Source: an optimization exercise on an open RTL-to-GDS flow (aim: small area, a short achievable clock period and few clock cycles). Production flows keep margins and buffers that such runs may drop.
Only simulation tests tie the RTL to the original design; equivalence was not proved.
Power figures rest on the tool's default switching activity, not on a simulated workload.

File: flow/run.sh
#!/bin/bash
# synth_recipe.tcl (not shown) runs the flow's synth.tcl, then flattens the netlist and writes it again
# the make line also repeats each setting of config.mk as NAME=value (left out here)
make -C /OpenROAD-flow-scripts/flow DESIGN_CONFIG=/design/flow/config.mk WORK_HOME=/design/flow/orfs CLKGATE_MAP_FILE= SYNTH_SCRIPT=/design/flow/synth_recipe.tcl finish
File: flow/design.v
module ccc_mc (
    input  wire        clk,
    input  wire        rst_n,        
    input  wire        host_en,      
    input  wire        host_we,      
    input  wire        host_wide,    
    input  wire [8:0]  host_addr,
    input  wire [31:0] host_wdata,
    output reg  [31:0] host_rdata    
);
    localparam [3:0] F_ILLEGAL_OPCODE   = 4'h1;
    localparam [3:0] F_RESERVED_NONZERO = 4'h2;
    localparam [3:0] F_BUF_RANGE        = 4'h3;
    localparam [3:0] F_BUF_UNWRITTEN    = 4'h4;
    localparam [3:0] F_MANCHESTER_PRE   = 4'h9;
    localparam [3:0] F_ODD_SIZE         = 4'hA;
    localparam [3:0] F_CMD_WHILE_BUSY   = 4'hB;
    localparam [3:0] F_BUF_WR_BUSY      = 4'hC;
    localparam [3:0] F_HOST_ACCESS      = 4'hD;
    localparam [3:0] F_ENCODE_OVERLAP   = 4'hE;
    localparam [7:0] OP_VALID  = 8'h50;
    localparam [7:0] OP_DECODE = 8'h51;
    localparam [7:0] OP_ENCODE = 8'h52;
    localparam [2:0] S_DONE = 3'd0;    
    localparam [2:0] S_SCAN = 3'd1;    
    localparam [2:0] S_EVAL = 3'd2;    
    localparam [2:0] S_WDEC = 3'd3;    
    localparam [2:0] S_WENC = 3'd4;    
    localparam [2:0] S_DRAIN = 3'd5;   
    reg [2047:0] mem;              
    reg [255:0]  wrf;              
    reg [31:0]  cmd_q;             
    reg         busy_q;
    reg         faulted_q;
    reg         c_dec_q;           
    reg         c_inv_q;           
    reg [8:0]   result_q;          
    reg [3:0]   cause_q;
    reg [31:0]  fcmd_q;
    reg         pend_q;
    reg         uf_q;
    reg         k_val, k_dec, k_enc;
    reg         k_cz, k_ovl;
    reg [7:0]   e_q;               
    reg [2:0]   st_q;
    reg         first_q;           
    reg [15:0]  p_oh;              
    reg [5:0]   rem_q;             
    reg [127:0] row_q;
    reg [15:0]  roww_q;
    reg         s2_scan, s2_dec, s2_enc;   
    reg         s2_first, s2_last;
    reg [1:0]   s2_quad;
    reg [3:0]   nrows_q;           
    reg [1:0]   quad_q;            
    reg [4:0]   wrow_q;            
    reg [2:0]   off_q;             
    reg         unwr_q, ill_q;
    reg         dn_fault;          
    reg [3:0]   dn_cause;
    reg [3:0]   carry_q;           
    reg         lt_v, wt_v;
    reg [7:0]   lt_lo, wt_lo;
    reg [8:0]   lt_hip1, wt_hip1;
    wire [7:0] fa = cmd_q[23:16];
    wire [7:0] fb = cmd_q[15:8];
    wire [7:0] fc = cmd_q[7:0];
    function legal_byte(input [7:0] b);
        legal_byte = (b[7] ^ b[6]) & (b[5] ^ b[4]) & (b[3] ^ b[2]) & (b[1] ^ b[0]);
    endfunction
    function [3:0] dec_byte(input [7:0] b);
        dec_byte = {b[7], b[5], b[3], b[1]};
    endfunction
    function [7:0] enc_nib(input [3:0] n);
        enc_nib = {n[3], ~n[3], n[2], ~n[2], n[1], ~n[1], n[0], ~n[0]};
    endfunction
    wire h_buf    = host_en && !host_addr[8];
    wire h_reg    = host_en &&  host_addr[8];
    wire h_regok  = h_reg && host_wide && (host_addr[1:0] == 2'b00) &&
                    (host_addr[7:0] <= 8'h10);
    wire h_badacc = (h_buf && host_wide) || (h_reg && !h_regok) ||
                    (h_regok && host_we && host_addr[7:0] != 8'h00);
    wire h_bufwr  = h_buf && !host_wide && host_we;
    wire h_bufrd  = h_buf && !host_wide && !host_we;
    wire h_cmdwr  = h_regok && host_we && host_addr[7:0] == 8'h00;
    wire flt_e    = faulted_q || uf_q;
    wire idle_ok  = !busy_q && !flt_e;
    wire accept   = idle_ok && h_cmdwr;
    reg [15:0]  rsel;
    wire [127:0] row_d;
    wire [15:0]  row_w;
    wire [7:0]   hbyte;
    wire         hwr;
    reg [15:0]  hlane;
    integer r;
    always @(*) begin
        for (r = 0; r < 16; r = r + 1) begin
            rsel[r]  = p_oh[r] | (!busy_q && host_addr[7:4] == r);
            hlane[r] = (host_addr[3:0] == r);
        end
    end
    ccc_mc_rdmux u_rd (.d(mem), .w(wrf), .sel(rsel), .row_d(row_d), .row_w(row_w));
    ccc_mc_bytesel u_bs (.row_d(row_d), .row_w(row_w), .sel(hlane), .b(hbyte), .w(hwr));
    wire h_unwr_rd     = idle_ok && h_bufrd && !hwr;
    wire h_fault_now   = idle_ok && h_badacc;
    wire h_misuse      = busy_q && (h_badacc || h_bufwr || h_cmdwr);
    wire [3:0] h_misuse_cause = h_badacc ? F_HOST_ACCESS :
                                h_cmdwr  ? F_CMD_WHILE_BUSY : F_BUF_WR_BUSY;
    wire [31:0] h_misuse_word = (h_cmdwr && !h_badacc) ? host_wdata : cmd_q;
    wire        pend_any = pend_q || h_misuse;
    wire [7:0] w_op = host_wdata[31:24];
    wire [7:0] w_a  = host_wdata[23:16];
    wire [7:0] w_b  = host_wdata[15:8];
    wire [7:0] w_c  = host_wdata[7:0];
    wire w_val = (w_op == OP_VALID);
    wire w_dec = (w_op == OP_DECODE);
    wire w_enc = (w_op == OP_ENCODE);
    wire w_cz  = (w_c == 8'd0);
    wire [8:0] w_bc  = {1'b0, w_b} + {1'b0, w_c};
    wire [8:0] w_ac  = {1'b0, w_a} + {1'b0, w_c};
    wire [9:0] w_b2c = {2'b0, w_b} + {1'b0, w_c, 1'b0};
    wire w_chkf = !(w_val || w_dec || w_enc) ||
                  (!w_enc && (w_a != 8'd0 || w_bc > 9'd256)) ||
                  (w_enc && (w_ac > 9'd256 || w_b2c > 10'd256));
    wire [3:0] w_chk_cause = !(w_val || w_dec || w_enc) ? F_ILLEGAL_OPCODE :
                             (!w_enc && w_a != 8'd0)    ? F_RESERVED_NONZERO :
                                                          F_BUF_RANGE;
    wire [7:0] w_base = w_enc ? w_a : w_b;
    wire [7:0] w_ea   = w_a + w_c - 8'd1;
    wire [7:0] w_eb   = w_b + w_c - 8'd1;
    wire [7:0] w_e    = w_enc ? w_ea : w_eb;
    wire w_ovl = !w_cz && (w_b < w_a) && (w_b2c > {2'b0, w_a});
    wire w_lth = w_cz || (lt_v && w_b >= lt_lo && w_bc <= lt_hip1);
    wire w_wth = w_cz || (wt_v && w_a >= wt_lo && w_ac <= wt_hip1);
    wire [1:0] w_e10 = w_a[1:0] + w_c[1:0] - 2'd1;
    wire [7:0] w_x0e = w_b + {w_c[6:0], 1'b0} + {5'b11111, ~w_e10, 1'b0};
    wire [7:0] base = k_enc ? fa : fb;
    wire p_last = (rem_q == 6'd0);                    
    reg [15:0] smask, sleg;
    integer l;
    always @(*) begin
        for (l = 0; l < 16; l = l + 1) begin
            smask[l] = s2_scan && (!s2_first || l >= base[3:0]) &&
                       (!s2_last || l <= e_q[3:0]);
            sleg[l]  = legal_byte(row_q[8*l +: 8]);
        end
    end
    wire unwr_t = unwr_q || |(smask & ~roww_q);
    wire ill_t  = ill_q  || |(smask & ~sleg);
    reg [63:0] dwin;
    reg [3:0]  dnib [0:15];
    wire [3:0] d_lo   = {1'b0, fb[3:1]} + {3'b0, fb[0]};         
    wire [3:0] d_hi_t = e_q[3:0] - 4'd1 + {3'b0, fb[0]};
    wire [2:0] d_hi   = d_hi_t[3:1];
    integer j;
    always @(*) begin
        for (j = 0; j < 16; j = j + 1)
            dnib[j] = dec_byte(row_q[8*j +: 8]);
        for (j = 0; j < 8; j = j + 1) begin
            if (fb[0])
                dwin[8*j +: 8] = {(j == 0) ? carry_q : dnib[2*j-1], dnib[2*j]};
            else
                dwin[8*j +: 8] = {dnib[2*j], dnib[2*j+1]};
        end
    end
    reg [63:0] ewin;
    reg [31:0] equad;
    integer i;
    always @(*) begin
        case (s2_quad)
            2'd0: equad = row_q[31:0];
            2'd1: equad = row_q[63:32];
            2'd2: equad = row_q[95:64];
            default: equad = row_q[127:96];
        endcase
        for (i = 0; i < 4; i = i + 1) begin
            ewin[16*i +: 16] = {enc_nib(equad[8*i +: 4]), enc_nib(equad[8*i+4 +: 4])};
        end
    end
    wire in_done = (st_q == S_DONE);
    wire in_scan = (st_q == S_SCAN);
    wire in_eval = (st_q == S_EVAL);
    wire in_wdec = (st_q == S_WDEC);
    wire in_wenc = (st_q == S_WENC);
    wire issue   = in_scan || in_wdec || in_wenc;
    wire dec_w   = s2_dec;
    wire enc_w   = s2_enc;
    wire ev_fault = unwr_t || (k_dec && (fc[0] || ill_t)) || (k_enc && k_ovl);
    wire [3:0] ev_cause = unwr_t ? F_BUF_UNWRITTEN :
                          k_dec  ? (fc[0] ? F_ODD_SIZE : F_MANCHESTER_PRE) :
                                   F_ENCODE_OVERLAP;
    wire ev_fin  = k_val || (k_enc && k_cz);
    wire seq_fault  = busy_q && ((in_done && dn_fault) || (in_eval && ev_fault));
    wire [3:0] seq_cause = in_done ? dn_cause : ev_cause;
    wire seq_finish = busy_q && ((in_done && !dn_fault) ||
                                 (in_eval && !ev_fault && ev_fin) ||
                                 ((dec_w || enc_w) && s2_last));
    wire       fin_dec = k_dec;
    wire       fin_inv = k_val && ill_t && in_eval;
    wire [8:0] fin_res = k_val ? {8'd0, !(ill_t && in_eval)} :
                         k_dec ? {1'b0, fc} >> 1 : {fc, 1'b0};
    wire seq_done = seq_fault || seq_finish;
    wire        host_store = idle_ok && h_bufwr;
    wire        seq_we     = dec_w || enc_w;
    wire [63:0] s_win  = dec_w ? dwin  : ewin;
    wire [3:0] ge_thr = k_dec ? d_lo : {1'b0, fa[1:0], 1'b0};
    wire [3:0] le_thr = k_dec ? {1'b0, d_hi} : {1'b0, e_q[1:0], 1'b1};
    wire use_ge = k_dec ? s2_first : s2_last;
    wire use_le = k_dec ? s2_last : s2_first;
    reg [7:0] m1, m2, wok, off_oh;
    reg [2:0] jk;
    integer k;
    always @(*) begin
        for (k = 0; k < 8; k = k + 1) begin
            jk      = k - off_q;
            wok[k]  = seq_we && (!use_ge || {1'b0, jk} >= ge_thr) &&
                      (!use_le || {1'b0, jk} <= le_thr);
            m1[k]   = busy_q ? (wok[k] && k >= off_q)
                             : (host_store && host_addr[2:0] == k);
            m2[k]   = wok[k] && k < off_q;
            off_oh[k] = (off_q == k);
        end
    end
    wire [63:0] lanes;
    ccc_mc_lanes u_ln (.win(s_win), .rot(off_oh), .busy(busy_q), .hdata(host_wdata[7:0]), .lanes(lanes));
    reg [31:0]  rs;
    wire [255:0] wen;
    integer x;
    always @(*) begin
        for (x = 0; x < 32; x = x + 1)
            rs[x] = busy_q ? (wrow_q == x) : (host_addr[7:3] == x);
    end
    ccc_mc_wen u_we (.rs(rs), .m1(m1), .m2(m2), .wen(wen));
    genvar g;
    generate
        for (g = 0; g < 256; g = g + 1) begin : g_byte
            always @(posedge clk) begin
                if (wen[g])
                    mem[8*g +: 8] <= lanes[8*(g & 7) +: 8];
            end
            always @(posedge clk) begin
                if (!rst_n)
                    wrf[g] <= 1'b0;
                else if (wen[g])
                    wrf[g] <= 1'b1;
            end
        end
    endgenerate
    wire       hd_legal = legal_byte(host_wdata[7:0]);
    wire [8:0] ha_p1    = {1'b0, host_addr[7:0]} + 9'd1;
    always @(posedge clk) begin
        if (!rst_n) begin
            lt_v <= 1'b0;
            wt_v <= 1'b0;
        end else begin
            if (host_store) begin
                if (!(wt_v && {1'b0, host_addr[7:0]} == wt_hip1)) begin
                    wt_v  <= 1'b1;
                    wt_lo <= host_addr[7:0];
                end
                wt_hip1 <= ha_p1;
                if (!hd_legal)
                    lt_v <= 1'b0;
                else if (!(lt_v && {1'b0, host_addr[7:0]} == lt_hip1)) begin
                    lt_v  <= 1'b1;
                    lt_lo <= host_addr[7:0];
                end
                lt_hip1 <= ha_p1;
            end
            if (seq_we)
                lt_v <= 1'b0;
        end
    end
    wire       st_busy = busy_q && !seq_done;
    wire       st_flt  = flt_e || seq_fault || (seq_finish && pend_q);
    wire       st_dec  = seq_finish ? fin_dec : c_dec_q;
    wire       st_inv  = seq_finish ? fin_inv : c_inv_q;
    reg [31:0] reg_rd;
    always @(*) begin
        case (host_addr[4:2])
            3'd0:    reg_rd = cmd_q;
            3'd1:    reg_rd = {22'd0, st_flt, st_busy,
                               st_flt | st_inv, {4{st_flt}},
                               st_flt | st_dec | st_inv,
                               st_flt | st_inv, st_flt};
            3'd2:    reg_rd = {23'd0, uf_q ? 9'd0 : result_q};
            3'd3:    reg_rd = {28'd0, uf_q ? F_BUF_UNWRITTEN : faulted_q ? cause_q : 4'h0};
            default: reg_rd = faulted_q ? fcmd_q : 32'd0;
        endcase
    end
    always @(posedge clk) begin
        host_rdata <= host_addr[8] ? reg_rd : {24'd0, hbyte};
    end
    always @(posedge clk) begin
        if (!rst_n) begin
            cmd_q     <= 32'd0;
            busy_q    <= 1'b0;
            faulted_q <= 1'b0;
            c_dec_q   <= 1'b0;
            c_inv_q   <= 1'b0;
            result_q  <= 9'd0;
            cause_q   <= 4'h0;
            fcmd_q    <= 32'd0;
            pend_q    <= 1'b0;
            uf_q      <= 1'b0;
        end else begin
            uf_q <= h_unwr_rd;
            if (uf_q) begin
                cause_q   <= F_BUF_UNWRITTEN;
                result_q  <= 9'd0;
                faulted_q <= 1'b1;
            end
            if (idle_ok) begin
                if (h_fault_now) begin
                    cause_q   <= F_HOST_ACCESS;
                    result_q  <= 9'd0;
                    faulted_q <= 1'b1;
                end else if (h_cmdwr) begin
                    cmd_q   <= host_wdata;
                    busy_q  <= 1'b1;
                end
            end else if (busy_q) begin
                if (h_misuse && !pend_q) begin
                    pend_q  <= 1'b1;
                    cause_q <= h_misuse_cause;
                    fcmd_q  <= h_misuse_word;
                end
                if (seq_fault) begin
                    cause_q   <= seq_cause;
                    fcmd_q    <= cmd_q;
                    result_q  <= 9'd0;
                    faulted_q <= 1'b1;
                    busy_q    <= 1'b0;
                    pend_q    <= 1'b0;
                end else if (seq_finish) begin
                    result_q  <= fin_res;
                    busy_q    <= 1'b0;
                    pend_q    <= 1'b0;
                    faulted_q <= pend_any;
                    c_dec_q   <= fin_dec;
                    c_inv_q   <= fin_inv;
                end
            end
        end
    end
    wire [7:0] w_nra   = {4'd0, w_a[3:0]} + w_c - 8'd1;
    wire [7:0] w_nrb   = {4'd0, w_b[3:0]} + w_c - 8'd1;
    wire [3:0] w_nrows = w_enc ? w_nra[7:4] : w_nrb[7:4];
    wire [7:0] w_nq    = {6'd0, w_a[1:0]} + w_c - 8'd1;
    wire [5:0] w_nquad = w_nq[7:2];
    wire       w_golt  = w_lth && !w_chkf;
    wire       w_gowt  = w_wth && !w_chkf;
    always @(posedge clk) begin
        if (!rst_n)
            p_oh <= 16'd0;
        else if (accept)
            p_oh <= !w_enc ? (16'd1 << w_b[7:4]) : w_wth ? (16'd1 << w_ea[7:4]) : (16'd1 << w_a[7:4]);
        else if (!busy_q || seq_done || (issue && p_last))
            p_oh <= 16'd0;
        else if (in_eval)
            p_oh <= k_dec ? (16'd1 << fb[7:4]) : (16'd1 << e_q[7:4]);
        else if (in_scan || in_wdec)
            p_oh <= {p_oh[14:0], 1'b0};
        else if (in_wenc && quad_q == 2'd0)
            p_oh <= {1'b0, p_oh[15:1]};
    end
    always @(posedge clk) begin
        if (!rst_n) begin
            s2_scan <= 1'b0;
            s2_dec  <= 1'b0;
            s2_enc  <= 1'b0;
        end else begin
            s2_scan <= busy_q && in_scan;
            s2_dec  <= busy_q && in_wdec;
            s2_enc  <= busy_q && in_wenc;
        end
    end
    always @(posedge clk) begin
        row_q    <= row_d;
        roww_q   <= row_w;
        s2_first <= first_q;
        s2_last  <= p_last;
        s2_quad  <= quad_q;
        carry_q  <= dnib[15];
        if (accept) begin
            k_val   <= w_val;
            k_dec   <= w_dec;
            k_enc   <= w_enc;
            k_cz    <= w_cz;
            k_ovl   <= w_ovl;
            e_q     <= w_e;
            first_q <= 1'b1;
            unwr_q  <= 1'b0;
            ill_q   <= 1'b0;
            nrows_q <= w_nrows;
            quad_q  <= w_e[3:2];
            rem_q   <= w_enc && w_wth ? w_nquad : {2'b0, w_nrows};
            dn_fault <= w_chkf || (w_dec && w_lth && w_c[0]) || (w_enc && w_wth && w_ovl);
            dn_cause <= w_chkf ? w_chk_cause : w_dec ? F_ODD_SIZE : F_ENCODE_OVERLAP;
            if (w_enc) begin
                wrow_q <= w_x0e[7:3];
                off_q  <= w_x0e[2:0];
            end else begin
                wrow_q <= {w_b[7:4], 1'b0};
                off_q  <= w_b[3:1];
            end
            if (w_chkf || (w_val && w_lth) || (w_dec && w_lth && (w_c[0] || w_cz)) ||
                (w_enc && w_wth && (w_ovl || w_cz)))
                st_q <= S_DONE;
            else if (w_dec && w_lth)
                st_q <= S_WDEC;
            else if (w_enc && w_wth)
                st_q <= S_WENC;
            else
                st_q <= S_SCAN;
        end else begin
            if (issue) begin
                first_q <= 1'b0;
                rem_q   <= rem_q - 6'd1;
                if (p_last)
                    st_q <= in_scan ? S_EVAL : S_DRAIN;
            end
            if (s2_scan) begin
                unwr_q <= unwr_t;
                ill_q  <= ill_t;
            end
            if (in_eval) begin
                first_q <= 1'b1;
                if (k_dec) begin
                    st_q  <= S_WDEC;
                    rem_q <= {2'b0, nrows_q};
                end else begin
                    st_q   <= S_WENC;
                    quad_q <= e_q[3:2];
                    rem_q  <= e_q[7:2] - fa[7:2];
                end
            end
            if (in_wenc)
                quad_q <= quad_q - 2'd1;
            if (dec_w)
                wrow_q <= wrow_q + 5'd1;
            if (enc_w)
                wrow_q <= wrow_q - 5'd1;
        end
    end
endmodule
module ccc_mc_rdmux (
    input  wire [2047:0] d,
    input  wire [255:0]  w,
    input  wire [15:0]   sel,
    output reg  [127:0]  row_d,
    output reg  [15:0]   row_w
);
    integer r;
    always @(*) begin
        row_d = 128'd0;
        row_w = 16'd0;
        for (r = 0; r < 16; r = r + 1) begin
            row_d = row_d | (d[r*128 +: 128] & {128{sel[r]}});
            row_w = row_w | (w[r*16 +: 16] & {16{sel[r]}});
        end
    end
endmodule
module ccc_mc_bytesel (
    input  wire [127:0] row_d,
    input  wire [15:0]  row_w,
    input  wire [15:0]  sel,
    output reg  [7:0]   b,
    output reg          w
);
    integer r;
    always @(*) begin
        b = 8'd0;
        w = 1'b0;
        for (r = 0; r < 16; r = r + 1) begin
            b = b | (row_d[8*r +: 8] & {8{sel[r]}});
            w = w | (row_w[r] & sel[r]);
        end
    end
endmodule
module ccc_mc_lanes (
    input  wire [63:0] win,
    input  wire [7:0]  rot,
    input  wire        busy,
    input  wire [7:0]  hdata,
    output reg  [63:0] lanes
);
    integer k, j;
    always @(*) begin
        for (k = 0; k < 8; k = k + 1) begin
            lanes[8*k +: 8] = busy ? 8'd0 : hdata;
            for (j = 0; j < 8; j = j + 1)
                lanes[8*k +: 8] = lanes[8*k +: 8] |
                                  (win[8*((k - j) & 7) +: 8] & {8{busy & rot[j]}});
        end
    end
endmodule
module ccc_mc_wen (
    input  wire [31:0]  rs,
    input  wire [7:0]   m1,
    input  wire [7:0]   m2,
    output reg  [255:0] wen
);
    integer x;
    always @(*) begin
        for (x = 0; x < 256; x = x + 1)
            wen[x] = (rs[x >> 3] && m1[x & 7]) || (rs[((x >> 3) + 31) & 31] && m2[x & 7]);
    end
endmodule
File: flow/config.mk
export PLATFORM = sky130hd
export DESIGN_NAME = ccc_mc
export DESIGN_NICKNAME = ccc_mc
export VERILOG_FILES = /design/flow/design.v
export SDC_FILE = /design/flow/constraint.sdc
export NUM_CORES = 4
export LEC_CHECK = 0
export CAP_MARGIN = 20
export CORE_MARGIN = 2
export CORE_UTILIZATION = 50
export SETUP_SLACK_MARGIN = 3.5
export SLEW_MARGIN = 20
export SYNTH_HIERARCHICAL = 1
export SYNTH_MINIMUM_KEEP_SIZE = 0
File: flow/constraint.sdc
create_clock -name core_clock -period 8.0 [get_ports {clk}]
set_input_delay 1.6000 -clock core_clock [delete_from_list [all_inputs] [get_ports {clk}]]
set_output_delay 1.6000 -clock core_clock [all_outputs]
set_load 0.01 [all_outputs]
==> results of run 1 <==
[cell usage in the layout (no fill, tap or decap), drive strengths merged, types with 48 or more instances in the layout]
master	count
a21oi	168
a221oi	684
a222oi	66
a22o	932
a31oi	57
a41oi	66
buf	433
clkbuf	427
clkdlybuf4s50	50
clkinv	68
dfxtp	547
edfxtp	2114
ha	179
inv	147
mux2i	114
nand2	349
nand4	173
nor2	174
nor2b	54
nor3	48
o21a	271
o21ai	127
xnor2	112
[power groups by stage]
stage,registers (mW),clock network (mW),logic [mW]
after floorplan,16.1,0,2.86
after global placement,16.5,0,5.23
after detailed placement,16.4,0,5.27
after CTS,16.2,13.2,5.89
after global routing,16.2,13.7,6.40
final,16.2,13.1,6.25
[layer usage]
layer  global-route usage [%]  vias up  wire length [µm]
li1                         -    31198                 -
met1                     49.0    39261            163000
met2                     51.2     4665            177000
met3                     8.57      883             43400
met4                     17.4       16             22300
met5                        0        -               119
[synthesized netlist by cell type (all sizes together), types with 13 or more instances]
cell type	n	area share [%]
xnor2	112	0.88
xor2	24	0.19
a222oi	66	0.59
ha	179	2.0
o211ai	14	0.099
a41oi	66	0.53
nor2	173	0.59
nand2b	14	0.079
edfxtp	2114	57
o22a	13	0.10
nor4	32	0.19
nand2	349	1.2
and2	24	0.13
nor3	48	0.22
a22o	932	7.5
a221oi	684	5.7
o21a	271	1.8
buf	341	2.6
and3	21	0.12
dfxtp	547	9.8
a22oi	27	0.18
a21boi	39	0.26
nand3	35	0.17
nor2b	54	0.30
a21oi	168	0.75
o21ai	127	0.57
nand4	173	0.98
mux4	32	0.65
o21bai	17	0.11
a31oi	57	0.33
mux2i	114	1.0
clkbuf	344	1.2
inv	143	0.48
a21o	40	0.27
[how the worst max path moves through the flow]
| stage | cells past startpoint | slack, ns | endpoint | from |
|---|---|---|---|---|
| 2_1_floorplan | 17 | 3.06 | p_oh[6] | host_wdata[17] |
| 3_3_place_gp | 12 | 1.49 | uf_q | host_addr[6] |
| 3_5_place_dp | 12 | 1.41 | uf_q | host_addr[6] |
| 4_1_cts | 14 | 3.50 | host_rdata[7] | host_addr[7] |
| 5_1_grt | 18 | 3.41 | p_oh[6] | host_wdata[17] |
| 6_report | 12 | 3.29 | host_rdata[7] | host_addr[7] |
[cells by family (layout without fill, tap and decap cells)]
family / Yosys count / count (layout) / synth area share, %
AO/OA/AOI/OAI: 2613 / 2624 / 19.6
XOR/XNOR: 136 / 136 / 1.07
adder cells (fa/ha/maj): 188 / 188 / 2.17
buffers and inverters: 828 / 1157 / 4.29
flip-flops: 2661 / 2661 / 66.8
multiplexers: 154 / 154 / 1.75
other: 1 / 17 / 0.00337
AND/OR/NAND/NOR: 980 / 981 / 4.35
[Yosys stat by module (local to each module, per instance)]
module | cells | cell area [µm²]
ccc_mc | 5088 | 90800
ccc_mc_bytesel | 97 | 825
ccc_mc_lanes | 456 | 3740
ccc_mc_rdmux | 1552 | 12400
ccc_mc_wen | 368 | 3650
[area by class of cell]
type | count | area [µm²]
repair buffers | 502 | 4950
inverters | 143 | 573
multi-input cells | 4088 | 35200
clock buffers | 416 | 8430
flip-flops and latches | 2661 | 74400
clock inverters | 95 | 806
diodes | 12 | 30.0
fillers | 17267 | 93700
repair inverters | 1 | 5.00
well taps | 2975 | 3720
[through the flow]
step,util [%],worst slack [ns],power [mW],instance area (µm²)
finish,57.7,3.29,35.5,128000
global route,57.7,3.41,36.3,128000
CTS,57.1,3.50,35.3,127000
detailed placement,51.8,1.41,21.7,115000
global placement,51.8,1.49,21.7,115000
floorplan,-,3.06,19.0,112000
[worst max-delay path, delay by kind of cell]
family / cells / cell delay (ns)
simple gates: 4 / 1.00
buf+inv: 3 / 0.85
compound gates: 5 / 1.70
[sequential cells by signal (all words and copies together), names as in the netlist, 8 cells and up]
| register | cells |
|---|---|
| wt_hip1 | 9 |
| host_rdata | 32 |
| mem | 2048 |
| e_q | 8 |
| cmd_q | 32 |
| p_oh | 16 |
| result_q | 9 |
| row_q | 128 |
| wt_lo | 8 |
| wrf | 256 |
| roww_q | 16 |
| fcmd_q | 32 |
| lt_lo | 8 |
[timing repair]
action	CTS	global route
pin swaps	143	96
setup endpoints to repair	666	377
gates resized for setup	248	145
gates cloned	13	3
buffers inserted	145	49
==> summary.md, run 1 <==
| Metric | Value |
|---|---|
| Largest fanout on the critical path | `81` |
| Detailed-route DRC error count | `0` |
| Length of the first detailed-routing pass in iterations | `11` |
| Count of input and output buffers | `77` |
| Hold-critical path endpoint | `s2_quad[1]` |
| Total of warnings raised by yosys | `12` |
| Worst stage delay on the critical path | `0.60 ns` |
| Async set-reset flop share out of synthesis | `0%` |
| Arrival @ worst endpoint | `roughly 5.5 ns` |
| Wire length of the first global-routing pass | `559,000 µm` |
| Slowest stage cell on the critical path | `a221oi_2` |
| Required time of the critical path | `8.76 ns` |
| Combinational group share of total power | `17.6%` |
| Std cell rows | `173` |
| Primary FF master, synth | `edfxtp_1` |
| Number of flops mapped to enable cells by yosys | `2,114` |
| Worst R2R Start | `row_q[15]` |
| Worst slack on hold paths | `around 0.39 ns` |
| Peak Freq | `213 MHz` |
| Max-slew violations | `0` |
| Part of the cycle the worst path needs | `58.8%` |
| Global placement routability congestion | `1.03` |
| Switching power share of the total | `28.9%` |
| Fraction of the yosys area taken by sequential cells | `66.8%` |
| Cells on Worst Hold Path | `0` |
| Synthesis-stage register bit count | `roughly 2,700` |
| Clock buffer depth | `4` |
| Logic depth of the worst register-to-register path | `11` |
| Total half-perimeter wirelength after legalization and detailed placement | `261,000 µm` |
| Crit path cell chain | `clkdlybuf4s50_1 -> buf_6 -> nor3_2 -> a31o_4 -> buf_12 -> a221oi_2 -> nand4_1 -> a22o_1 -> a221oi_4 -> nand4_1 -> nor2_1 -> a31oi_1` |
| Number of non-filler instances in the completed layout | `10,893` |
| Count of H-tree levels built during CTS | `5` |
| Switching component of the power | `slightly above 10 mW` |
| Worst slew slack as a fraction of its limit | `13.5%` |
| Cell area after synthesis | `111,000 µm²` |
| Drt via density | `6.98` |
| Count of cell types in the netlist | `93` |
| Clock transition at the registers of the reported paths | `approximately 0.06 ns` |
| Final routed wirelength across all metal layers | `406,000 µm` |
| Share of cells above drive strength 1 | `19.4%` |
| Core Area | `222,000 µm²` |
| Pin slew with the least headroom to its limit | `1.30 ns` |
| Time the final worst path needs with I/O delays and setup | `4.71 ns` |
| Floorplan die area | `227,000 µm²` |
| CTS tree | `done` |
| Routed wirelength normalized by instance count | `approximately 37 µm` |
| Max cap viols | `0` |
| Hold Startpoint | `quad_q[1]` |
| Fraction of power consumed by the clock network | `a little under two fifths` |
| Area Overhead vs Synth | `15.0%` |
| Cell internal power dissipation | `25.3 mW` |
| Reg-to-reg setup timing slack | `3.49 ns` |
| Kind of end point of the critical path | `flip-flop` |
| Total clock sinks | `2,661` |
| Antenna Violating Nets Remaining | `0` |
| Root buffer cell | `clkbuf_16` |
| Total Neg Setup Slack | `0 ns` |
| Clock latency on the worst-skew pair | `~0.98 ns` |
| Worst min-delay path class | `reg -> reg` |
| Total Nets Final | `between 7,000 and 8,000` |
| End of the worst register-to-register path | `fcmd_q[3]` |
| Number of hold violations in the final report | `0` |
| Vertical die dimension | `476 µm` |
| Total instance count after detailed placement | `10,145` |
| Most common cell type on the critical path | `nand4_1` |
| IO Pins | `78` |
| Unrepaired setup endpoints after global routing | `yes` |
| Static leakage | `42.1 nW` |
| Cts bufs inserted | `~290` |
| Detailed-route via count | `76,023` |
| Number of antenna violations at the first check in global routing | `30` |
| Cell area power density | `277 nW/µm²` |
| Status | `no timing/DRC/antenna violations` |
| Crit path kind | `in -> reg` |
| Die W | `476 µm` |
| Sequential share of power | `45.5%` |
| Mapped Cells | `7,561` |
| DRT iter0 DRCs | `11,215` |
| Vias in the first global route | `70,619` |
| Critical Path Start Type | `input port` |
| Peak VDD IR | `0.000224 V` |
| Largest net degree at the start of global routing | `161` |
| Initial Utilization | `50.2%` |
| Post-Synthesis Mean Instance Area | `14.7 µm²` |
| Aggregate global-route resource usage | `35.1%` |
| Final setup violation count | `0` |
| Sum of overflow across all layers after global routing | `0` |
| Hold buffers post-CTS | `0` |
| Clock skew | `0.0832 ns` |
Testbench counts, summed over its fixed seeds: cycles 18,840.
==> run 2: changes to the inputs <==
--- a/flow/design.v
+++ b/flow/design.v
@@ -21,7 +21,7 @@
     localparam [7:0] OP_VALID  = 8'h50;
     localparam [7:0] OP_DECODE = 8'h51;
     localparam [7:0] OP_ENCODE = 8'h52;
-    localparam [2:0] S_DONE = 3'd0;    
+    localparam [2:0] S_DISP = 3'd0;    
     localparam [2:0] S_SCAN = 3'd1;    
     localparam [2:0] S_EVAL = 3'd2;    
     localparam [2:0] S_WDEC = 3'd3;    
@@ -41,6 +41,9 @@
     reg         uf_q;
     reg         k_val, k_dec, k_enc;
     reg         k_cz, k_ovl;
+    reg         k_bad, k_resv;     
+    reg         k_rngv, k_rnge;    
+    reg         k_lth, k_wth;      
     reg [7:0]   e_q;               
     reg [2:0]   st_q;
     reg         first_q;           
@@ -51,13 +54,11 @@
     reg         s2_scan, s2_dec, s2_enc;   
     reg         s2_first, s2_last;
     reg [1:0]   s2_quad;
-    reg [3:0]   nrows_q;           
+    reg [3:0]   scnt_q;            
     reg [1:0]   quad_q;            
     reg [4:0]   wrow_q;            
     reg [2:0]   off_q;             
     reg         unwr_q, ill_q;
-    reg         dn_fault;          
-    reg [3:0]   dn_cause;
     reg [3:0]   carry_q;           
     reg         lt_v, wt_v;
     reg [7:0]   lt_lo, wt_lo;
@@ -119,12 +120,6 @@
     wire [8:0] w_bc  = {1'b0, w_b} + {1'b0, w_c};
     wire [8:0] w_ac  = {1'b0, w_a} + {1'b0, w_c};
     wire [9:0] w_b2c = {2'b0, w_b} + {1'b0, w_c, 1'b0};
-    wire w_chkf = !(w_val || w_dec || w_enc) ||
-                  (!w_enc && (w_a != 8'd0 || w_bc > 9'd256)) ||
-                  (w_enc && (w_ac > 9'd256 || w_b2c > 10'd256));
-    wire [3:0] w_chk_cause = !(w_val || w_dec || w_enc) ? F_ILLEGAL_OPCODE :
-                             (!w_enc && w_a != 8'd0)    ? F_RESERVED_NONZERO :
-                                                          F_BUF_RANGE;
     wire [7:0] w_base = w_enc ? w_a : w_b;
     wire [7:0] w_ea   = w_a + w_c - 8'd1;
     wire [7:0] w_eb   = w_b + w_c - 8'd1;
@@ -135,13 +130,14 @@
     wire [1:0] w_e10 = w_a[1:0] + w_c[1:0] - 2'd1;
     wire [7:0] w_x0e = w_b + {w_c[6:0], 1'b0} + {5'b11111, ~w_e10, 1'b0};
     wire [7:0] base = k_enc ? fa : fb;
-    wire p_last = (rem_q == 6'd0);                    
+    wire lo_step = k_enc ? s2_last : s2_first;
+    wire hi_step = k_enc ? s2_first : s2_last;
     reg [15:0] smask, sleg;
     integer l;
     always @(*) begin
         for (l = 0; l < 16; l = l + 1) begin
-            smask[l] = s2_scan && (!s2_first || l >= base[3:0]) &&
-                       (!s2_last || l <= e_q[3:0]);
+            smask[l] = s2_scan && (!lo_step || l >= base[3:0]) &&
+                       (!hi_step || l <= e_q[3:0]);
             sleg[l]  = legal_byte(row_q[8*l +: 8]);
         end
     end
@@ -177,12 +173,21 @@
             ewin[16*i +: 16] = {enc_nib(equad[8*i +: 4]), enc_nib(equad[8*i+4 +: 4])};
         end
     end
-    wire in_done = (st_q == S_DONE);
-    wire in_scan = (st_q == S_SCAN);
+    wire in_disp = (st_q == S_DISP);
     wire in_eval = (st_q == S_EVAL);
-    wire in_wdec = (st_q == S_WDEC);
-    wire in_wenc = (st_q == S_WENC);
+    wire d_chkf = k_bad || (!k_enc && (k_resv || k_rngv)) || (k_enc && k_rnge);
+    wire [3:0] d_chk_cause = k_bad ? F_ILLEGAL_OPCODE :
+                             (!k_enc && k_resv) ? F_RESERVED_NONZERO : F_BUF_RANGE;
+    wire d_hit   = k_enc ? k_wth : k_lth;
+    wire d_fault = d_chkf || (d_hit && ((k_dec && fc[0]) || (k_enc && k_ovl)));
+    wire [3:0] d_cause = d_chkf ? d_chk_cause : k_dec ? F_ODD_SIZE : F_ENCODE_OVERLAP;
+    wire d_fin   = !d_fault && d_hit && (k_val || k_cz);
+    wire d_go    = in_disp && !d_fault && !d_fin;
+    wire in_scan = (st_q == S_SCAN) || (d_go && !d_hit);
+    wire in_wdec = (st_q == S_WDEC) || (d_go && d_hit && k_dec);
+    wire in_wenc = (st_q == S_WENC) || (d_go && d_hit && k_enc);
     wire issue   = in_scan || in_wdec || in_wenc;
+    wire p_last  = in_scan ? (scnt_q == 4'd0) : (rem_q == 6'd0);
     wire dec_w   = s2_dec;
     wire enc_w   = s2_enc;
     wire ev_fault = unwr_t || (k_dec && (fc[0] || ill_t)) || (k_enc && k_ovl);
@@ -190,9 +195,9 @@
                           k_dec  ? (fc[0] ? F_ODD_SIZE : F_MANCHESTER_PRE) :
                                    F_ENCODE_OVERLAP;
     wire ev_fin  = k_val || (k_enc && k_cz);
-    wire seq_fault  = busy_q && ((in_done && dn_fault) || (in_eval && ev_fault));
-    wire [3:0] seq_cause = in_done ? dn_cause : ev_cause;
-    wire seq_finish = busy_q && ((in_done && !dn_fault) ||
+    wire seq_fault  = busy_q && ((in_disp && d_fault) || (in_eval && ev_fault));
+    wire [3:0] seq_cause = in_disp ? d_cause : ev_cause;
+    wire seq_finish = busy_q && ((in_disp && d_fin) ||
                                  (in_eval && !ev_fault && ev_fin) ||
                                  ((dec_w || enc_w) && s2_last));
     wire       fin_dec = k_dec;
@@ -348,20 +353,18 @@
     wire [3:0] w_nrows = w_enc ? w_nra[7:4] : w_nrb[7:4];
     wire [7:0] w_nq    = {6'd0, w_a[1:0]} + w_c - 8'd1;
     wire [5:0] w_nquad = w_nq[7:2];
-    wire       w_golt  = w_lth && !w_chkf;
-    wire       w_gowt  = w_wth && !w_chkf;
     always @(posedge clk) begin
         if (!rst_n)
             p_oh <= 16'd0;
         else if (accept)
-            p_oh <= !w_enc ? (16'd1 << w_b[7:4]) : w_wth ? (16'd1 << w_ea[7:4]) : (16'd1 << w_a[7:4]);
+            p_oh <= w_enc ? (16'd1 << w_ea[7:4]) : (16'd1 << w_b[7:4]);
         else if (!busy_q || seq_done || (issue && p_last))
             p_oh <= 16'd0;
         else if (in_eval)
             p_oh <= k_dec ? (16'd1 << fb[7:4]) : (16'd1 << e_q[7:4]);
-        else if (in_scan || in_wdec)
+        else if ((in_scan && !k_enc) || in_wdec)
             p_oh <= {p_oh[14:0], 1'b0};
-        else if (in_wenc && quad_q == 2'd0)
+        else if ((in_scan && k_enc) || (in_wenc && quad_q == 2'd0))
             p_oh <= {1'b0, p_oh[15:1]};
     end
     always @(posedge clk) begin
@@ -392,11 +395,15 @@
             first_q <= 1'b1;
             unwr_q  <= 1'b0;
             ill_q   <= 1'b0;
-            nrows_q <= w_nrows;
+            scnt_q  <= w_nrows;
             quad_q  <= w_e[3:2];
-            rem_q   <= w_enc && w_wth ? w_nquad : {2'b0, w_nrows};
-            dn_fault <= w_chkf || (w_dec && w_lth && w_c[0]) || (w_enc && w_wth && w_ovl);
-            dn_cause <= w_chkf ? w_chk_cause : w_dec ? F_ODD_SIZE : F_ENCODE_OVERLAP;
+            rem_q   <= w_enc ? w_nquad : {2'b0, w_nrb[7:4]};
+            k_bad   <= !(w_val || w_dec || w_enc);
+            k_resv  <= (w_a != 8'd0);
+            k_rngv  <= (w_bc > 9'd256);
+            k_rnge  <= (w_ac > 9'd256 || w_b2c > 10'd256);
+            k_lth   <= w_lth;
+            k_wth   <= w_wth;
             if (w_enc) begin
                 wrow_q <= w_x0e[7:3];
                 off_q  <= w_x0e[2:0];
@@ -404,21 +411,18 @@
                 wrow_q <= {w_b[7:4], 1'b0};
                 off_q  <= w_b[3:1];
             end
-            if (w_chkf || (w_val && w_lth) || (w_dec && w_lth && (w_c[0] || w_cz)) ||
-                (w_enc && w_wth && (w_ovl || w_cz)))
-                st_q <= S_DONE;
-            else if (w_dec && w_lth)
-                st_q <= S_WDEC;
-            else if (w_enc && w_wth)
-                st_q <= S_WENC;
-            else
-                st_q <= S_SCAN;
+            st_q    <= S_DISP;
         end else begin
             if (issue) begin
                 first_q <= 1'b0;
-                rem_q   <= rem_q - 6'd1;
+                if (in_scan)
+                    scnt_q <= scnt_q - 4'd1;
+                else
+                    rem_q  <= rem_q - 6'd1;
                 if (p_last)
                     st_q <= in_scan ? S_EVAL : S_DRAIN;
+                else
+                    st_q <= in_scan ? S_SCAN : in_wdec ? S_WDEC : S_WENC;
             end
             if (s2_scan) begin
                 unwr_q <= unwr_t;
@@ -426,14 +430,7 @@
             end
             if (in_eval) begin
                 first_q <= 1'b1;
-                if (k_dec) begin
-                    st_q  <= S_WDEC;
-                    rem_q <= {2'b0, nrows_q};
-                end else begin
-                    st_q   <= S_WENC;
-                    quad_q <= e_q[3:2];
-                    rem_q  <= e_q[7:2] - fa[7:2];
-                end
+                st_q <= k_dec ? S_WDEC : S_WENC;
             end
             if (in_wenc)
                 quad_q <= quad_q - 2'd1;
--- a/flow/config.mk
+++ b/flow/config.mk
@@ -7,8 +7,10 @@
 export LEC_CHECK = 0
 export CAP_MARGIN = 20
 export CORE_MARGIN = 2
-export CORE_UTILIZATION = 50
-export SETUP_SLACK_MARGIN = 3.5
+export CORE_UTILIZATION = 60
+export CTS_CLUSTER_DIAMETER = 60
+export CTS_CLUSTER_SIZE = 30
+export SETUP_SLACK_MARGIN = 4.5
 export SLEW_MARGIN = 20
 export SYNTH_HIERARCHICAL = 1
 export SYNTH_MINIMUM_KEEP_SIZE = 0
==> summary.md, run 2 <==
| Metric | Value |
|---|---|
| Required time of the critical path | `8.78 ns (was 8.76 ns)` |
| Number of antenna violations at the first check in global routing | `36 (was 30)` |
| Core Area | `183,000 µm² (was 222,000 µm²)` |
| Total Nets Final | `8,332 (was 7,923)` |
| Initial Utilization | `60.6% (was 50.2%)` |
| Cell area after synthesis | `111,000 µm² (about the same)` |
| Antenna Violating Nets Remaining | `0 (unchanged)` |
| Max cap viols | `0 (unchanged)` |
| Crit path kind | `in -> reg (unchanged)` |
| Hold buffers post-CTS | `0 (unchanged)` |
| Die W | `434 µm (was 476 µm)` |
| Unrepaired setup endpoints after global routing | `yes (unchanged)` |
| Worst setup timing slack at the placement stage | `0.936 ns (was 1.41 ns)` |
| Aggregate global-route resource usage | `45.5% (was 35.1%)` |
| Kind of end point of the critical path | `flip-flop (unchanged)` |
| Max-slew violations | `0 (unchanged)` |
| Worst min-delay path class | `reg -> reg (unchanged)` |
| Leading post-synthesis cells by cell area | `edfxtp_1 (57%), dfxtp_1 (9.9%), a22o_1 (6.1%), a221oi_1 (4.9%), nor2_1 (2.6%) (was edfxtp_1 (57%), dfxtp_1 (9.8%), a22o_1 (6.1%), a221oi_1 (4.9%), ha_1 (2.0%))` |
| Number of fill cells | `11,574 (was 17,267)` |
| Total clock sinks | `2,662 (was 2,661)` |
| Utilization after layout | `73.1% (was 57.7%)` |
| End of the worst register-to-register path | `host_rdata[5] (was fcmd_q[3])` |
| Peak VDD IR | `0.000228 V (was 0.000224 V)` |
| Std cell rows | `157 (was 173)` |
| Async set-reset flop share out of synthesis | `0% (unchanged)` |
| Most frequent standard cell in the layout excluding fill and tap cells | `edfxtp_1 (unchanged)` |
| Fraction of the yosys area taken by sequential cells | `67.0% (was 66.8%)` |
| Worst slack on hold paths | `0.361 ns (was 0.388 ns)` |
| Total instance count after detailed placement | `9,810 (was 10,145)` |
| Hold Startpoint | `first_q (was quad_q[1])` |
| Routed wirelength normalized by instance count | `41.2 µm (was 37.3 µm)` |
| Storage element area | `74,500 µm² (was 74,400 µm²)` |
| Final routed wirelength across all metal layers | `441,000 µm (was 406,000 µm)` |
| Count of H-tree levels built during CTS | `4 (was 5)` |
| Area Overhead vs Synth | `20.8% (was 15.0%)` |
| Count of cell types in the netlist | `98 (was 93)` |
| Count of input and output buffers | `77 (unchanged)` |
| Primary FF master, synth | `edfxtp_1 (unchanged)` |
| Root buffer cell | `clkbuf_16 (unchanged)` |
| Post-Synthesis Mean Instance Area | `14.4 µm² (was 14.7 µm²)` |
| Top register by number of flip-flops | `mem (unchanged)` |
| Total Neg Setup Slack | `0 ns (unchanged)` |
| Most frequent cells in the layout | `edfxtp_1 (2,112), nor2_1 (672), a22o_1 (667) (was edfxtp_1 (2,114), a22o_1 (766), dfxtp_1 (542))` |
| Status | `no timing/DRC/antenna violations (unchanged)` |
| DRT iter0 DRCs | `14,942 (was 11,215)` |
| Clock buffer depth | `3 (was 4)` |
| Largest net degree at the start of global routing | `144 (was 161)` |
| Sum of overflow across all layers after global routing | `0 (unchanged)` |
| Global placement routability congestion | `1.06 (was 1.03)` |
| Peak Freq | `249 MHz (was 213 MHz)` |
| Most frequent cell after synthesis | `edfxtp_1 (unchanged)` |
| Clock skew | `0.0683 ns (was 0.0832 ns)` |
| Top-area cell type share of the netlist area | `57.1% (was 57.0%)` |
| Wire length of the first global-routing pass | `592,000 µm (was 559,000 µm)` |
| Number of flops mapped to enable cells by yosys | `2,112 (was 2,114)` |
| Vias in the first global route | `73,755 (was 70,619)` |
| Cell area power density | `213 nW/µm² (was 277 nW/µm²)` |
| Flip-flop count of the largest register, all copies and words added | `2,048 (unchanged)` |
| Largest fanout on the critical path | `36 (was 81)` |
| Reg-to-reg setup timing slack | `4.27 ns (was 3.49 ns)` |
| Area of the multi-input gates | `40,700 µm² (was 35,200 µm²)` |
| Worst R2R Start | `busy_q (was row_q[15])` |
| Detailed-route via count | `81,073 (was 76,023)` |
| Floorplan die area | `189,000 µm² (was 227,000 µm²)` |
| Cells on Worst Hold Path | `0 (unchanged)` |
| Top cell type by total area after synthesis | `edfxtp_1 (unchanged)` |
| IO Pins | `78 (unchanged)` |
| Time the final worst path needs with I/O delays and setup | `4.02 ns (was 4.71 ns)` |
| Registers with the most flip-flops | `mem (2048), wrf (256), row_q (128) (unchanged)` |
| Share of cells above drive strength 1 | `28.2% (was 19.4%)` |
| Logic depth of the worst register-to-register path | `13 (was 11)` |
| Static leakage | `45.3 nW (was 42.1 nW)` |
| Hold-critical path endpoint | `s2_first (was s2_quad[1])` |
| Detailed-route DRC error count | `0 (unchanged)` |
| Number of non-filler instances in the completed layout | `10,719 (was 10,893)` |
| Clock transition at the registers of the reported paths | `0.09 ns (was 0.06 ns)` |
| Clock latency on the worst-skew pair | `0.91 ns (was 0.98 ns)` |
| Final setup violation count | `0 (unchanged)` |
| Drt via density | `7.56 (was 6.98)` |
| Critical Path Start Type | `input port (unchanged)` |
| Part of the cycle the worst path needs | `50.3% (was 58.8%)` |
| Pin slew with the least headroom to its limit | `1.32 ns (was 1.30 ns)` |
| Mapped Cells | `7,730 (was 7,561)` |
| Arrival @ worst endpoint | `4.80 ns (was 5.46 ns)` |
| Synthesis-stage register bit count | `2,662 (was 2,661)` |
| CTS tree | `done (unchanged)` |
| Total of warnings raised by yosys | `12 (unchanged)` |
| Length of the first detailed-routing pass in iterations | `11 (unchanged)` |
| Number of hold violations in the final report | `0 (unchanged)` |
| Worst slew slack as a fraction of its limit | `11.8% (was 13.5%)` |
| Vertical die dimension | `434 µm (was 476 µm)` |
| Cts bufs inserted | `159 (was 292)` |
| Total half-perimeter wirelength after legalization and detailed placement | `249,000 µm (was 261,000 µm)` |
| Final worst-path setup slack | `3.98 ns (was 3.29 ns)` |
| Top cell types by occurrence after synthesis | `edfxtp_1 (2,112), nor2_1 (780), a22o_1 (775) (was edfxtp_1 (2,114), a22o_1 (774), a221oi_1 (624))` |
[run 2: cell count changes after synthesis, sizes merged, moves of 11 or more]
cell    delta
a21oi     +20
o21ai     -41
mux2i     +21
a31oi     -34
o22a      -13
nand2    -105
a21boi    -36
xor2      +17
xnor2     -19
nor4      -11
clkbuf    -13
nor2     +610
o21a     -250
a211oi    +37
[run 2: metrics by stage]
step / cell area (µm²) / power (mW)
floorplan: 113000 / 17.2
global placement: 115000 / 18.3
detailed placement: 115000 / 18.4
CTS: 130000 / 28.2
global route: 134000 / 29.1
finish: 134000 / 28.6
[run 2: how the worst max path moves through the flow]
stage / startpoint / endpoint / slack (ns) / depth (start not counted)
floorplan: host_wdata[0] / k_wth / 3.91 / 13
global placement: host_addr[4] / host_rdata[3] / 0.98 / 13
detailed placement: host_addr[4] / host_rdata[3] / 0.94 / 13
CTS: host_addr[7] / host_rdata[4] / 4.13 / 15
global route: host_addr[7] / host_rdata[5] / 4.03 / 15
finish: host_addr[7] / host_rdata[5] / 3.98 / 15
[run 2: final cells by class]
| class | count | area share, % |
|---|---|---|
| repair buffers | 835 | 7.08 |
| inverters | 134 | 0.469 |
| repair inverters | 2 | 0.0121 |
| diodes | 14 | 0.0261 |
| multi-input cells | 4309 | 30.3 |
| clock buffers | 183 | 3.12 |
| clock inverters | 116 | 1.18 |
| well taps | 2464 | 2.30 |
| flip-flops and latches | 2662 | 55.5 |
[run 2: cells by family (layout without fill, tap and decap cells)]
kind of cell / after synthesis / after routing / share of synthesized area (%)
xor+xnor: 134 / 134 / 1.06
fa+ha+maj: 183 / 183 / 2.11
flops: 2662 / 2662 / 67.0
buf+inv: 808 / 1270 / 4.22
simple gates: 1448 / 1450 / 5.88
mux: 175 / 176 / 1.95
other cells: 1 / 19 / 0.00337
compound gates: 2319 / 2361 / 17.8
[run 2: repair_timing]
action,CTS,global route
gates resized for setup,867,471
pin swaps,319,150
buffers inserted,389,114
endpoints found under the setup margin,4238,2768
gates cloned,68,24
[run 2: report_power, final]
group	internal (mW)	switching [mW]	leakage (nW)	total (mW)
clock network	4.27	5.24	2.78	9.52
registers	15.1	0.243	23.5	15.3
logic	1.26	2.50	19.1	3.77
total	20.6	7.99	45.3	28.6
[run 2: per-layer routing]
| metal | wire [µm] | share of wire, % | GRT usage (%) | up-vias |
|---|---|---|---|---|
| li1 | - | - | - | 32066 |
| met1 | 152000 | 34 | 58.8 | 40714 |
| met2 | 186000 | 42 | 64.0 | 6705 |
| met3 | 65800 | 15 | 16.7 | 1562 |
| met4 | 37600 | 8.5 | 31.4 | 26 |
| met5 | 326 | 0.074 | 0.410 | - |
[run 2: per-module statistics from Yosys (local to each module, per instance)]
| module | copies in the design | cell area, µm² | cells inside | flops+latches |
|---|---|---|---|---|
| ccc_mc | 1 | 90500 | 5257 | 2662 |
| ccc_mc_rdmux | 1 | 12400 | 1552 | 0 |
| ccc_mc_lanes | 1 | 3740 | 456 | 0 |
| ccc_mc_wen | 1 | 3650 | 368 | 0 |
| ccc_mc_bytesel | 1 | 825 | 97 | 0 |
[run 2: critical path, stage by stage]
cell and delay, ns:
buf_12 0.11, nor2b_4 0.15, nor2b_4 0.15, buf_4 0.14, buf_12 0.15, a21o_4 0.30
buf_16 0.21, a221oi_2 0.44, nand4_1 0.22, buf_12 0.20, a22o_1 0.23, a221oi_4 0.39
nand4_1 0.18, nor2_1 0.14, a31oi_1 0.05
Testbench counts of run 2, summed over its fixed seeds: cycles 18,840.
==> run 3: changes to the inputs <==
--- a/flow/design.v
+++ b/flow/design.v
@@ -52,6 +52,7 @@
     reg [127:0] row_q;
     reg [15:0]  roww_q;
     reg         s2_scan, s2_dec, s2_enc;   
+    reg         s2_w;              
     reg         s2_first, s2_last;
     reg [1:0]   s2_quad;
     reg [3:0]   scnt_q;            
@@ -220,20 +221,19 @@
             jk      = k - off_q;
             wok[k]  = seq_we && (!use_ge || {1'b0, jk} >= ge_thr) &&
                       (!use_le || {1'b0, jk} <= le_thr);
-            m1[k]   = busy_q ? (wok[k] && k >= off_q)
-                             : (host_store && host_addr[2:0] == k);
+            m1[k]   = (wok[k] && k >= off_q) || (host_store && host_addr[2:0] == k);
             m2[k]   = wok[k] && k < off_q;
             off_oh[k] = (off_q == k);
         end
     end
     wire [63:0] lanes;
-    ccc_mc_lanes u_ln (.win(s_win), .rot(off_oh), .busy(busy_q), .hdata(host_wdata[7:0]), .lanes(lanes));
+    ccc_mc_lanes u_ln (.win(s_win), .rot(off_oh), .busy(s2_w), .hdata(host_wdata[7:0]), .lanes(lanes));
     reg [31:0]  rs;
     wire [255:0] wen;
     integer x;
     always @(*) begin
         for (x = 0; x < 32; x = x + 1)
-            rs[x] = busy_q ? (wrow_q == x) : (host_addr[7:3] == x);
+            rs[x] = s2_w ? (wrow_q == x) : (host_addr[7:3] == x);
     end
     ccc_mc_wen u_we (.rs(rs), .m1(m1), .m2(m2), .wen(wen));
     genvar g;
@@ -372,10 +372,12 @@
             s2_scan <= 1'b0;
             s2_dec  <= 1'b0;
             s2_enc  <= 1'b0;
+            s2_w    <= 1'b0;
         end else begin
             s2_scan <= busy_q && in_scan;
             s2_dec  <= busy_q && in_wdec;
             s2_enc  <= busy_q && in_wenc;
+            s2_w    <= busy_q && (in_wdec || in_wenc);
         end
     end
     always @(posedge clk) begin
--- a/flow/config.mk
+++ b/flow/config.mk
@@ -10,7 +10,7 @@
 export CORE_UTILIZATION = 60
 export CTS_CLUSTER_DIAMETER = 60
 export CTS_CLUSTER_SIZE = 30
-export SETUP_SLACK_MARGIN = 4.5
+export SETUP_SLACK_MARGIN = 4.25
 export SLEW_MARGIN = 20
 export SYNTH_HIERARCHICAL = 1
 export SYNTH_MINIMUM_KEEP_SIZE = 0
==> summary.md, run 3 <==
| Metric | Value |
|---|---|
| Cell area power density | `225 nW/µm² (was 213 nW/µm²)` |
| Routed wirelength normalized by instance count | `40.5 µm (was 41.2 µm)` |
| Vertical die dimension | `434 µm (about the same)` |
| Die W | `434 µm (about the same)` |
| Dpl cell area | `114,000 µm² (was 115,000 µm²)` |
| Required time of the critical path | `8.75 ns (was 8.78 ns)` |
| Root buffer cell | `clkbuf_16 (unchanged)` |
| Critical Path Start Type | `input port (unchanged)` |
| Clock skew | `0.0681 ns (was 0.0683 ns)` |
| Global placement routability congestion | `1.06 (about the same)` |
| Antenna Violating Nets Remaining | `0 (unchanged)` |
| Crit path kind | `in -> reg (unchanged)` |
| Top register by number of flip-flops | `mem (unchanged)` |
| Wire length of the first global-routing pass | `574,000 µm (was 592,000 µm)` |
| Length of the first detailed-routing pass in iterations | `14 (was 11)` |
| Mapped Cells | `7,746 (was 7,730)` |
| Largest fanout on the critical path | `45 (was 36)` |
| Number of flops mapped to enable cells by yosys | `2,112 (unchanged)` |
| Registers with the most flip-flops | `mem (2048), wrf (256), row_q (128) (unchanged)` |
| Core Area | `183,000 µm² (unchanged)` |
| Slowest stage cell on the critical path | `a221oi_4 (was a221oi_2)` |
| Post-Synthesis Mean Instance Area | `14.3 µm² (was 14.4 µm²)` |
| Leading post-synthesis cells by cell area | `edfxtp_1 (57%), dfxtp_1 (9.9%), a22o_1 (6.1%), a221oi_1 (4.9%), nor2_1 (2.5%) (was edfxtp_1 (57%), dfxtp_1 (9.9%), a22o_1 (6.1%), a221oi_1 (4.9%), nor2_1 (2.6%))` |
| Unrepaired setup endpoints after global routing | `yes (unchanged)` |
| CTS tree | `done (unchanged)` |
| Status | `no timing/DRC/antenna violations (unchanged)` |
| Number of antenna violations at the first check in global routing | `31 (was 36)` |
| Peak VDD IR | `0.000245 V (was 0.000228 V)` |
| Aggregate global-route resource usage | `43.9% (was 45.5%)` |
| Top-area cell type share of the netlist area | `57.2% (was 57.1%)` |
| Count of input and output buffers | `77 (unchanged)` |
| Std cell rows | `157 (unchanged)` |
| Total Power | `28.9 mW (was 28.6 mW)` |
| Peak Freq | `250 MHz (was 249 MHz)` |
| Number of hold violations in the final report | `0 (unchanged)` |
| Fraction of the yosys area taken by sequential cells | `67.1% (was 67.0%)` |
| Number of non-filler instances in the completed layout | `10,511 (was 10,719)` |
| Top cell types by occurrence after synthesis | `edfxtp_1 (2,112), a22o_1 (778), nor2_1 (746) (was edfxtp_1 (2,112), nor2_1 (780), a22o_1 (775))` |
| Total instance count after detailed placement | `9,818 (was 9,810)` |
| Total Neg Setup Slack | `0 ns (unchanged)` |
| Most frequent cell after synthesis | `edfxtp_1 (unchanged)` |
| Cts bufs inserted | `157 (was 159)` |
| Drt via density | `7.57 (was 7.56)` |
| Number of fill cells | `12,331 (was 11,574)` |
| Count of cell types in the netlist | `93 (was 98)` |
| Total Nets Final | `8,124 (was 8,332)` |
| Most frequent cells in the layout | `edfxtp_1 (2,112), nor2_1 (689), a22o_1 (660) (was edfxtp_1 (2,112), nor2_1 (672), a22o_1 (667))` |
| Crit path cell chain | `buf_12 -> nor3_4 -> a31o_4 -> buf_8 -> a22o_4 -> a221oi_4 -> nand4_1 -> buf_4 -> a22o_1 -> a221oi_4 -> nand4_1 -> o21ai_1 -> nand2_1 (was buf_12 -> nor2b_4 -> nor2b_4 -> buf_4 -> buf_12 -> a21o_4 -> buf_16 -> a221oi_2 -> nand4_1 -> buf_12 -> a22o_1 -> a221oi_4 -> nand4_1 -> nor2_1 -> a31oi_1)` |
| Vias in the first global route | `71,786 (was 73,755)` |
| Total clock sinks | `2,663 (was 2,662)` |
| Floorplan die area | `188,000 µm² (was 189,000 µm²)` |
| Top cell type by total area after synthesis | `edfxtp_1 (unchanged)` |
| Time the final worst path needs with I/O delays and setup | `4.00 ns (was 4.02 ns)` |
| Max-slew violations | `0 (unchanged)` |
| Flip-flop count of the largest register, all copies and words added | `2,048 (unchanged)` |
| DRT iter0 DRCs | `14,516 (was 14,942)` |
| Count of H-tree levels built during CTS | `4 (unchanged)` |
| Final Cell Area | `128,000 µm² (was 134,000 µm²)` |
| Primary FF master, synth | `edfxtp_1 (unchanged)` |
| Async set-reset flop share out of synthesis | `0% (unchanged)` |
| Total of warnings raised by yosys | `12 (unchanged)` |
| Clock buffer depth | `3 (unchanged)` |
| Most frequent standard cell in the layout excluding fill and tap cells | `edfxtp_1 (unchanged)` |
| Total half-perimeter wirelength after legalization and detailed placement | `248,000 µm (was 249,000 µm)` |
| Reg-to-reg setup timing slack | `4.03 ns (was 4.27 ns)` |
| Worst slew slack as a fraction of its limit | `15.9% (was 11.8%)` |
| Largest net degree at the start of global routing | `137 (was 144)` |
| Final setup violation count | `0 (unchanged)` |
| Kind of end point of the critical path | `flip-flop (unchanged)` |
| Share of cells above drive strength 1 | `22.5% (was 28.2%)` |
| Detailed-route DRC error count | `0 (unchanged)` |
| Arrival @ worst endpoint | `4.76 ns (was 4.80 ns)` |
| Sum of overflow across all layers after global routing | `0 (unchanged)` |
| Synthesis-stage register bit count | `2,663 (was 2,662)` |
| Part of the cycle the worst path needs | `50.1% (was 50.3%)` |
| Cell area after synthesis | `111,000 µm² (about the same)` |
| Clock transition at the registers of the reported paths | `0.09 ns (about the same)` |
| Final routed wirelength across all metal layers | `426,000 µm (was 441,000 µm)` |
| Static leakage | `42.5 nW (was 45.3 nW)` |
| Area Overhead vs Synth | `15.4% (was 20.8%)` |
| Worst min-delay path class | `reg -> reg (unchanged)` |
| Pin slew with the least headroom to its limit | `1.23 ns (was 1.32 ns)` |
| IO Pins | `78 (unchanged)` |
| Worst stage delay on the critical path | `0.55 ns (was 0.44 ns)` |
| Detailed-route via count | `79,517 (was 81,073)` |
| Clock latency on the worst-skew pair | `0.91 ns (about the same)` |
| Initial Utilization | `60.5% (was 60.6%)` |
| Max cap viols | `0 (unchanged)` |
## run 3: cell types whose count changed after synthesis, sizes merged, moves of 8 or more
cell    before  now
a221oi     688  680
mux2i      135  127
nor2b       50   30
a211oi      49   12
o221a        9    0
o21ai       86  116
o22a         0   17
nor2       783  747
a31oi       23   45
a21oi      188  201
nand2      244  297
## run 3: final timing paths
path	startpoint	to	depth (start not counted)
max	host_addr[7]	host_rdata[0]	13
min	first_q	s2_first	0
max reg2reg	busy_q	host_rdata[0]	14
min reg2reg	first_q	s2_first	0
## run 3: timing repair
action | CTS | global route
hold buffers | 0 | 0
setup endpoints to repair | 3126 | 2420
gates cloned | 45 | 14
gates resized for setup | 485 | 383
pin swaps | 204 | 94
buffers inserted | 234 | 84
## run 3: kinds of logic (layout without fill, tap and decap cells)
kind of cell,after synthesis,count (layout),share of synthesized area [%]
adder cells (fa/ha/maj),183,183,2.12
other,1,20,0.00338
multiplexers,165,165,1.86
XOR/XNOR,134,134,1.06
buffers and inverters,810,1050,4.23
AO/OA/AOI/OAI,2350,2388,17.9
flip-flops,2663,2663,67.1
AND/OR/NAND/NOR,1440,1444,5.74
## run 3: metal layers
layer	track usage, %	wire length [µm]	part of all wire (%)
met1	57.4	149000	35
met2	63.1	181000	42
met3	14.7	61900	15
met4	27.5	33900	8.0
met5	0	264	0.062
## run 3: per-stage QoR
step	util (%)	hold slack, ns	worst slack [ns]
2_1_floorplan	-	0.331	3.83
3_3_place_gp	62.3	0.347	1.43
3_5_place_dp	62.4	0.341	1.38
4_1_cts	68.0	0.351	4.12
5_1_grt	69.8	0.367	4.03
6_report	69.8	0.355	4.00
## run 3: final cells by class
type	count	area (µm²)	area share, %
antenna	15	37.5	0.0293
tap	2464	3080	2.41
sequential	2663	74500	58.2
clock buffer	166	4050	3.16
inverter	136	591	0.461
multi-input combinational	4319	37700	29.4
timing repair buffer	618	6340	4.95
clock inverter	130	1790	1.40
## run 3: power by group
part | leakage (nW) | internal [mW] | total [mW] | switching (mW)
logic | 16.2 | 1.23 | 3.94 | 2.72
clock network | 2.81 | 4.25 | 9.58 | 5.32
registers | 23.5 | 15.1 | 15.3 | 0.253
## run 3: Yosys stat by module, one instance, submodules excluded
module	flip-flops and latches	times used	cells inside	area [µm²]
ccc_mc_rdmux	0	1	1552	12400
ccc_mc	2663	1	5273	90300
ccc_mc_bytesel	0	1	97	825
ccc_mc_wen	0	1	368	3650
ccc_mc_lanes	0	1	456	3740
## run 3: worst max-delay path, delay by kind of cell
family	cells	cell delay, ns
AND/OR/NAND/NOR	4	0.53
buffers and inverters	3	0.56
AO/OA/AOI/OAI	6	1.91
Testbench counts of run 3, summed over its fixed seeds: cycles 18,840.

## static timing again, ports no longer ideal
The flow's constraints put no driver on any port. The routed layouts listed below were extracted and timed again, unchanged, in two steps. Step 1: set_driving_cell puts a clkbuf_16 on clk and a buf_2 on each other input, an assumption about the parent block. Step 2, shift: input delay + t, output delay - t, t = (earliest + latest rising clock arrival at the registers) / 2. This alone moves slack from input paths to output paths. a / b / c = ideal / step 1 / step 2; a / b = the first two.
| run | t (ns) | setup WS [ns] | worst setup path after step 2 | worst data-port slew with drivers (ns) |
|---|---|---|---|---|
| run 1 | 1.018 | 3.294 / 3.357 / 2.340 | input to register | 0.09 |
| run 2 | 0.972 | 3.980 / 3.900 / 2.928 | input to register | 0.22 |
| run 3 | 0.965 | 3.996 / 3.977 / 3.013 | input to register | 0.23 |
After both steps every run listed still meets setup and hold. The setup slack of run 2, which loses most, moves by -0.080 ns with the drivers and by -1.052 ns with both steps.
